From an optimization exercise on the open Yosys and OpenROAD flow, aimed at small area, a short achievable clock period and few clock cycles; shortcuts taken in it are not production practice.
In this exercise RTL edits were held to simulation tests only and were not proved equivalent to the original.
No activity file was given, so power comes from the tool's default toggle rates.

==> flow/design.v <==
module frame_rx (
  input  wire       clk,
  input  wire       rst,           
  input  wire       in_valid,
  input  wire [7:0] in_byte,
  output wire       in_ready,
  output reg        res_valid,
  output reg  [1:0] res_status,    
  output reg  [7:0] res_ack,
  output reg  [7:0] res_seq,
  output reg  [7:0] res_len,
  input  wire [7:0] rd_addr,
  output wire [7:0] rd_data
);
  localparam [7:0] SYNC0 = 8'h0A;
  localparam [7:0] SYNC1 = 8'h3C;
  localparam [1:0] ST_INCOMPLETE = 2'd0;
  localparam [1:0] ST_PARSED     = 2'd1;
  localparam [1:0] ST_HDR_ERR    = 2'd2;
  localparam [1:0] ST_DATA_ERR   = 2'd3;
  localparam HIST_N = 264;         
  localparam S_IDLE   = 1'b0;
  localparam S_RESYNC = 1'b1;
  reg        state;
  reg [7:0]  hist [0:HIST_N-1];
  reg [8:0]  base;                 
  reg [8:0]  hlen;                 
  reg [8:0]  pos;
  reg [7:0]  ha, hb, da, db;
  reg [7:0]  p_ack, p_seq, p_len;
  reg [7:0]  data [0:255];
  reg [8:0]  k;                    
  reg [8:0]  n;                    
  reg [1:0]  err_status;
  reg [7:0]  err_ack, err_seq, err_len;
  function [8:0] wrap;
    input [9:0] x;
    begin
      if (x >= HIST_N) wrap = x - HIST_N;
      else             wrap = x[8:0];
    end
  endfunction
  wire [8:0] trial_idx = wrap({1'b0, base} + {1'b0, k} + {1'b0, pos});
  wire [7:0] hist_rd   = hist[trial_idx];
  wire [7:0] s_b       = (state == S_IDLE) ? in_byte : hist_rd;
  reg  [1:0] s_st;
  reg  [8:0] s_pos;
  reg  [7:0] s_ha, s_hb, s_da, s_db, s_ack, s_seq, s_len;
  reg        s_wr;                 
  wire [8:0] pay_end = 9'd7 + {1'b0, p_len};
  always @* begin
    s_st  = ST_INCOMPLETE;
    s_pos = pos + 9'd1;
    s_ha  = ha;   s_hb  = hb;
    s_da  = da;   s_db  = db;
    s_ack = p_ack; s_seq = p_seq; s_len = p_len;
    s_wr  = 1'b0;
    if (pos <= 9'd4) begin
      if ((pos == 9'd0 && s_b != SYNC0) || (pos == 9'd1 && s_b != SYNC1)) begin
        s_st = ST_HDR_ERR;
      end else begin
        s_ha = ha + s_b;
        s_hb = hb + ha + s_b;
        if (pos == 9'd2) s_ack = s_b;
        if (pos == 9'd3) s_seq = s_b;
        if (pos == 9'd4) s_len = s_b;
      end
    end else if (pos == 9'd5) begin
      if (s_b != ha) s_st = ST_HDR_ERR;
    end else if (pos == 9'd6) begin
      if (s_b != hb) s_st = ST_HDR_ERR;
    end else if (pos < pay_end) begin
      s_wr = 1'b1;
      s_da = da + s_b;
      s_db = db + da + s_b;
    end else if (pos == pay_end) begin
      if (s_b != da) s_st = ST_DATA_ERR;
    end else begin
      if (s_b != db) s_st = ST_DATA_ERR;
      else           s_st = ST_PARSED;
    end
  end
  wire s_err = s_st[1];
  assign in_ready = (state == S_IDLE) && !rst;
  wire   accept   = in_valid && in_ready;
  wire [8:0] last_idx   = k + pos;           
  wire       trial_last = (last_idx == n - 9'd1);
  task clear_parser;
    begin
      pos <= 9'd0;
      ha <= 8'd0; hb <= 8'd0; da <= 8'd0; db <= 8'd0;
      p_ack <= 8'd0; p_seq <= 8'd0; p_len <= 8'd0;
    end
  endtask
  task take_step;
    begin
      pos <= s_pos;
      ha <= s_ha; hb <= s_hb; da <= s_da; db <= s_db;
      p_ack <= s_ack; p_seq <= s_seq; p_len <= s_len;
    end
  endtask
  always @(posedge clk) begin
    res_valid <= 1'b0;
    if (rst) begin
      state <= S_IDLE;
      base  <= 9'd0;
      hlen  <= 9'd0;
      k     <= 9'd0;
      n     <= 9'd0;
      err_status <= ST_INCOMPLETE;
      err_ack <= 8'd0; err_seq <= 8'd0; err_len <= 8'd0;
      res_status <= ST_INCOMPLETE;
      res_ack <= 8'd0; res_seq <= 8'd0; res_len <= 8'd0;
      clear_parser;
    end else if (state == S_IDLE) begin
      if (accept) begin
        hist[wrap({1'b0, base} + {1'b0, hlen})] <= in_byte;
        if (s_wr) data[pos - 9'd7] <= in_byte;
        res_valid <= !s_err || hlen == 9'd0;
        res_status <= s_st;
        res_ack <= s_ack; res_seq <= s_seq; res_len <= s_len;
        case (s_st)
          ST_INCOMPLETE: begin
            take_step;
            hlen <= hlen + 9'd1;
          end
          ST_PARSED: begin
            clear_parser;
            base <= 9'd0;
            hlen <= 9'd0;
          end
          default: begin
            if (hlen == 9'd0) begin
              clear_parser;
            end else begin
              err_status <= s_st;
              err_ack <= p_ack; err_seq <= p_seq; err_len <= p_len;
              n <= hlen + 9'd1;
              k <= 9'd1;
              clear_parser;
              state <= S_RESYNC;
            end
          end
        endcase
      end
    end else begin
      if (s_wr) data[pos - 9'd7] <= hist_rd;
      if (s_err || (s_st == ST_PARSED && !trial_last)) begin
        clear_parser;
        if (k + 9'd1 == n) begin
          res_valid  <= 1'b1;
          res_status <= err_status;
          res_ack <= err_ack; res_seq <= err_seq; res_len <= err_len;
          base  <= 9'd0;
          hlen  <= 9'd0;
          state <= S_IDLE;
        end else begin
          k <= k + 9'd1;
        end
      end else if (trial_last) begin
        res_valid  <= 1'b1;
        res_status <= s_st;
        res_ack <= s_ack; res_seq <= s_seq; res_len <= s_len;
        state <= S_IDLE;
        if (s_st == ST_PARSED) begin
          clear_parser;
          base <= 9'd0;
          hlen <= 9'd0;
        end else begin
          take_step;
          base <= wrap({1'b0, base} + {1'b0, k});
          hlen <= n - k;
        end
      end else begin
        take_step;
      end
    end
  end
  assign rd_data = data[rd_addr];
endmodule
==> flow/run.sh <==
#!/bin/bash
# synth_recipe.tcl (not shown) runs the flow's synth.tcl, then flattens the netlist and writes it again
# the make line also repeats each setting of config.mk as NAME=value (left out here)
make -C /OpenROAD-flow-scripts/flow DESIGN_CONFIG=/design/flow/config.mk WORK_HOME=/design/flow/orfs CLKGATE_MAP_FILE= SYNTH_SCRIPT=/design/flow/synth_recipe.tcl finish
==> flow/config.mk <==
export PLATFORM = sky130hd
export DESIGN_NAME = frame_rx
export DESIGN_NICKNAME = frame_rx
export VERILOG_FILES = /design/flow/design.v
export SDC_FILE = /design/flow/constraint.sdc
export NUM_CORES = 4
export LEC_CHECK = 0
export CAP_MARGIN = 20
export CORE_MARGIN = 2
export CORE_UTILIZATION = 40
export SLEW_MARGIN = 20
==> flow/constraint.sdc <==
create_clock -name core_clock -period 12.0 [get_ports {clk}]
set_input_delay 2.4000 -clock core_clock [delete_from_list [all_inputs] [get_ports {clk}]]
set_output_delay 2.4000 -clock core_clock [all_outputs]
set_load 0.01 [all_outputs]
==> run summary <==
cell type report:
type	count	area, µm²
fill	36600	241000
sequential	4315	128000
multi-input combinational	3930	45000
clock buffer	541	11400
tap	5757	7200
timing repair buffer	236	2520
clock inverter	239	2130
inverter	96	362
antenna	9	22.5
cell usage after synthesis, types with 11 or more instances:
| cell type | n | share of area [%] |
|---|---|---|
| a2111oi_0 | 12 | 0.060 |
| a211oi_1 | 49 | 0.21 |
| a21o_1 | 46 | 0.20 |
| a21oi_1 | 127 | 0.36 |
| a221oi_1 | 23 | 0.11 |
| a22oi_1 | 22 | 0.094 |
| a311oi_1 | 13 | 0.065 |
| a31oi_1 | 19 | 0.068 |
| and2_1 | 32 | 0.11 |
| and3_1 | 22 | 0.079 |
| buf_1 | 92 | 0.20 |
| buf_2 | 93 | 0.27 |
| buf_4 | 21 | 0.090 |
| clkbuf_1 | 318 | 0.68 |
| dfxtp_1 | 155 | 1.8 |
| edfxtp_1 | 4160 | 71 |
| fa_1 | 23 | 0.26 |
| ha_1 | 91 | 0.65 |
| inv_1 | 93 | 0.20 |
| mux2_2 | 32 | 0.21 |
| mux2i_1 | 217 | 1.2 |
| mux4_2 | 1252 | 16 |
| nand2_1 | 464 | 0.99 |
| nand2b_1 | 16 | 0.057 |
| nand3_1 | 134 | 0.38 |
| nand4_1 | 32 | 0.11 |
| nor2_1 | 753 | 1.6 |
| nor2b_1 | 11 | 0.039 |
| nor3_1 | 38 | 0.11 |
| nor4_1 | 18 | 0.064 |
| o2111ai_1 | 15 | 0.075 |
| o211ai_1 | 17 | 0.073 |
| o21ai_0 | 76 | 0.22 |
| o21bai_1 | 12 | 0.051 |
| o22ai_1 | 18 | 0.064 |
| o31ai_1 | 13 | 0.056 |
| or3_1 | 18 | 0.064 |
| xnor2_1 | 93 | 0.46 |
| xor2_1 | 56 | 0.28 |
final timing paths:
kind	from	endpoint	slack (ps)
min reg2reg	p_ack[3]	p_ack[3]	470
max reg2reg	k[0]	res_len[2]	660
min	p_ack[3]	p_ack[3]	470
max	k[0]	res_len[2]	660
flip-flops by register name, summed over array words and instances, names as in the netlist, 9 cells and up:
register	count
hist	2112
data	2048
base	9
hlen	9
k	9
n	9
pos	9
cells by family (layout without fill, tap and decap cells):
| group | after synthesis | after routing |
|---|---|---|
| DFF | 4315 | 4315 |
| and+or+nand+nor | 1570 | 1570 |
| other | 0 | 9 |
| AOI/OAI and AO/OA | 594 | 594 |
| xor gates and xnor gates | 151 | 151 |
| adders and majority gates | 114 | 114 |
| buffers and inverters | 626 | 1112 |
| muxes | 1501 | 1501 |
layer usage:
layer | vias to the layer above | track usage, % | share of wire [%]
li1 | 36600 | - | -
met3 | 749 | 4.43 | 8.5
met5 | - | 0 | 0.012
met4 | 8 | 5.81 | 3.1
met1 | 47600 | 29.2 | 41
met2 | 3780 | 33.1 | 47
where the power goes:
group / internal (mW) / switching, mW
Combinational: 1.23 / 1.79
Sequential: 16.5 / 0.0251
Clock: 7.20 / 5.75
worst max-delay path, delay by kind of cell, from the launching register on:
kind | cells | cell delay, ps
buf+inv | 3 | 560
flops | 1 | 460
fa+ha+maj | 4 | 1600
mux | 2 | 630
xor+xnor | 2 | 900
simple gates | 9 | 3280
compound gates | 11 | 3730
through the flow:
stage / power [mW] / std cells / setup WS [ps] / hold slack (ps) / area [µm²]
after global placement: 19.9 / 14300 / 1260 / 444 / 183000
final: 32.5 / 15100 / 656 / 472 / 197000
after detailed placement: 19.9 / 14300 / 1110 / 463 / 183000
after floorplan: 18.8 / 8871 / 1140 / 432 / 175000
after global routing: 33.4 / 15100 / 208 / 489 / 197000
after CTS: 32.8 / 15100 / 1040 / 472 / 196000
==> out/metrics.csv <==
stage,metric,value,unit
power,leakagePower,61.7,nW
global_routing,grt_pass1_wl,669,mm
yosys,synth_simple_gate_area_share,3.78,%
route,drc_errors,0,
power,ir_drop,0.126,mV
critical_path,worstPathRequired,12850,ps
global_routing,antenna_found_initial,15,
route,final_antenna_net_count,0,
yosys,yosysWarnings,1,
floorplan,pin_count,55,
clock_network,cts-resized-gates,0,
clock_network,htree_levels,5,
finish,nets,9146,
floorplan,coreArea,437000,µm²
clock_network,post-cts-setup-buffers,0,
job,cap_violations,0,
finish,drive_gt1_share,23.2,%
critical_path,slowest_stage,o2111ai_1,
clock_network,clkSlewWorstSetupHoldPaths,70,ps
timing,fin_crit,11340,ps
global_routing,grt_usage,20.8,%
yosys,synth_xor_area_share,0.763,%
yosys,synth_edf_count,4160,
yosys,synth_cell_types,101,
critical_path,slowest_delay,880,ps
route,drtIter0Drc,10500,
timing,slew-limit-headroom,19.0,%
yosys,ys_ff_latch,4315,
route,drt_first_pass_iters,6,
timing,hold_viol,0,
critical_path,cp-end-kind,flop,
yosys,synthAdderAreaFrac,0.912,%
yosys,avgSynthCellArea,19.8,µm²
hold_path,hp-class,flop to flop,
power,p_per_area,165,nW/µm²
yosys,synth-compound-area-share,2.48,%
finish,final_cell_mix,"edfxtp_1 (4160), mux4_2 (1252), nor2_1 (745)",
clock_network,root_buffer,clkbuf_16,
clock_network,clk_latency,1010,ps
floorplan,initial_utilization,40.1,%
floorplan,die_y,666,µm
critical_path,critPathKind,flop to flop,
hold_path,holdPathStages,2,
placement,gp_congestion,0.948,
clock_network,clock-sinks,4315,
critical_path,worstPathArrival,12190,ps
clock_network,cts_tree,built,
floorplan,dieArea,443000,µm²
critical_path,rr_worst_depth,31,
yosys,syn-num-nets,9004,
floorplan,rows,243,
placement,dpl.hpwl,293,mm
route,routed_wl,469,mm
timing,clock_skew,128,ps
yosys,async_flop_share,0,%
yosys,ys_seq_area_share,73.1,%
yosys,synthFlopType,edfxtp_1,
clock_network,postCtsHoldBufs,0,
global_routing,globalRouteOverflowTotal,0,
timing,rsz0062_at_grt,no,
clock_network,clk_path_buf_depth,4,
route,vias,88700,
floorplan,die_w,666,µm
critical_path,cpMostUsedCell,ha_1,
finish,mostFrequentLayoutCell,edfxtp_1,
global_routing,grt_pass1_vias,89000,
finish,area_delta_synth_final,12.2,%
route,vias_per_cell,5.87,
timing,tightest_slew,1210,ps
placement,portBuffers,54,
route,avgRoutedWirePerCell,31.0,µm
timing,setup_viol,0,
yosys,synth_cells,8871,
finish,final_core_util,45.0,%
timing,maxSlewViolCount,0,
yosys,synth.area.mux_share,17.5,%
yosys,syn_area,175000,µm²
critical_path,crit_fanout,22,
timing,clock.fmax,0.0882,GHz
clock_network,cts_buffers,434,
timing,timing.setup.tns,0,ps
global_routing,grt_max_degree,216,
critical_path,critPathLaunchType,flop,
run_status,status,timing/DRC/antenna clean,
timing,layout_worst_path_cycle_share,94.5,%
yosys,synth_top_family_by_area,multiplexers,
Testbench counts, summed over its fixed seeds: cycles 224,998.

what the ideal ports hide:
The results above use ideal ports. As a check the final layout listed here was re-extracted and re-timed, cells and wires unchanged. Step 1 (the two cells are an assumption about what drives the block):
set clk [get_ports {clk}]
set_driving_cell -lib_cell sky130_fd_sc_hd__clkbuf_16 $clk
set_driving_cell -lib_cell sky130_fd_sc_hd__buf_2 [delete_from_list [all_inputs] $clk]
Step 2 adds t to the input delays and takes it off the output delays; t is the mean of the earliest and latest rising clock arrival at the registers after step 1. Input paths then give back, and output paths get back, about the clock's delay inside the block. Three values: no drivers, after step 1, after step 2; two values: the first two.
shift t [ns]: 1.056
slack for setup (ns): 0.656 / 0.656 / 0.656
worst register clock-pin slew, ns: 0.07 / 0.07
pins driven straight from the clock port: 1
After both steps this run still meets setup and hold. The setup slack of this run moves by 0.000 ns with the drivers and by 0.000 ns with both steps.
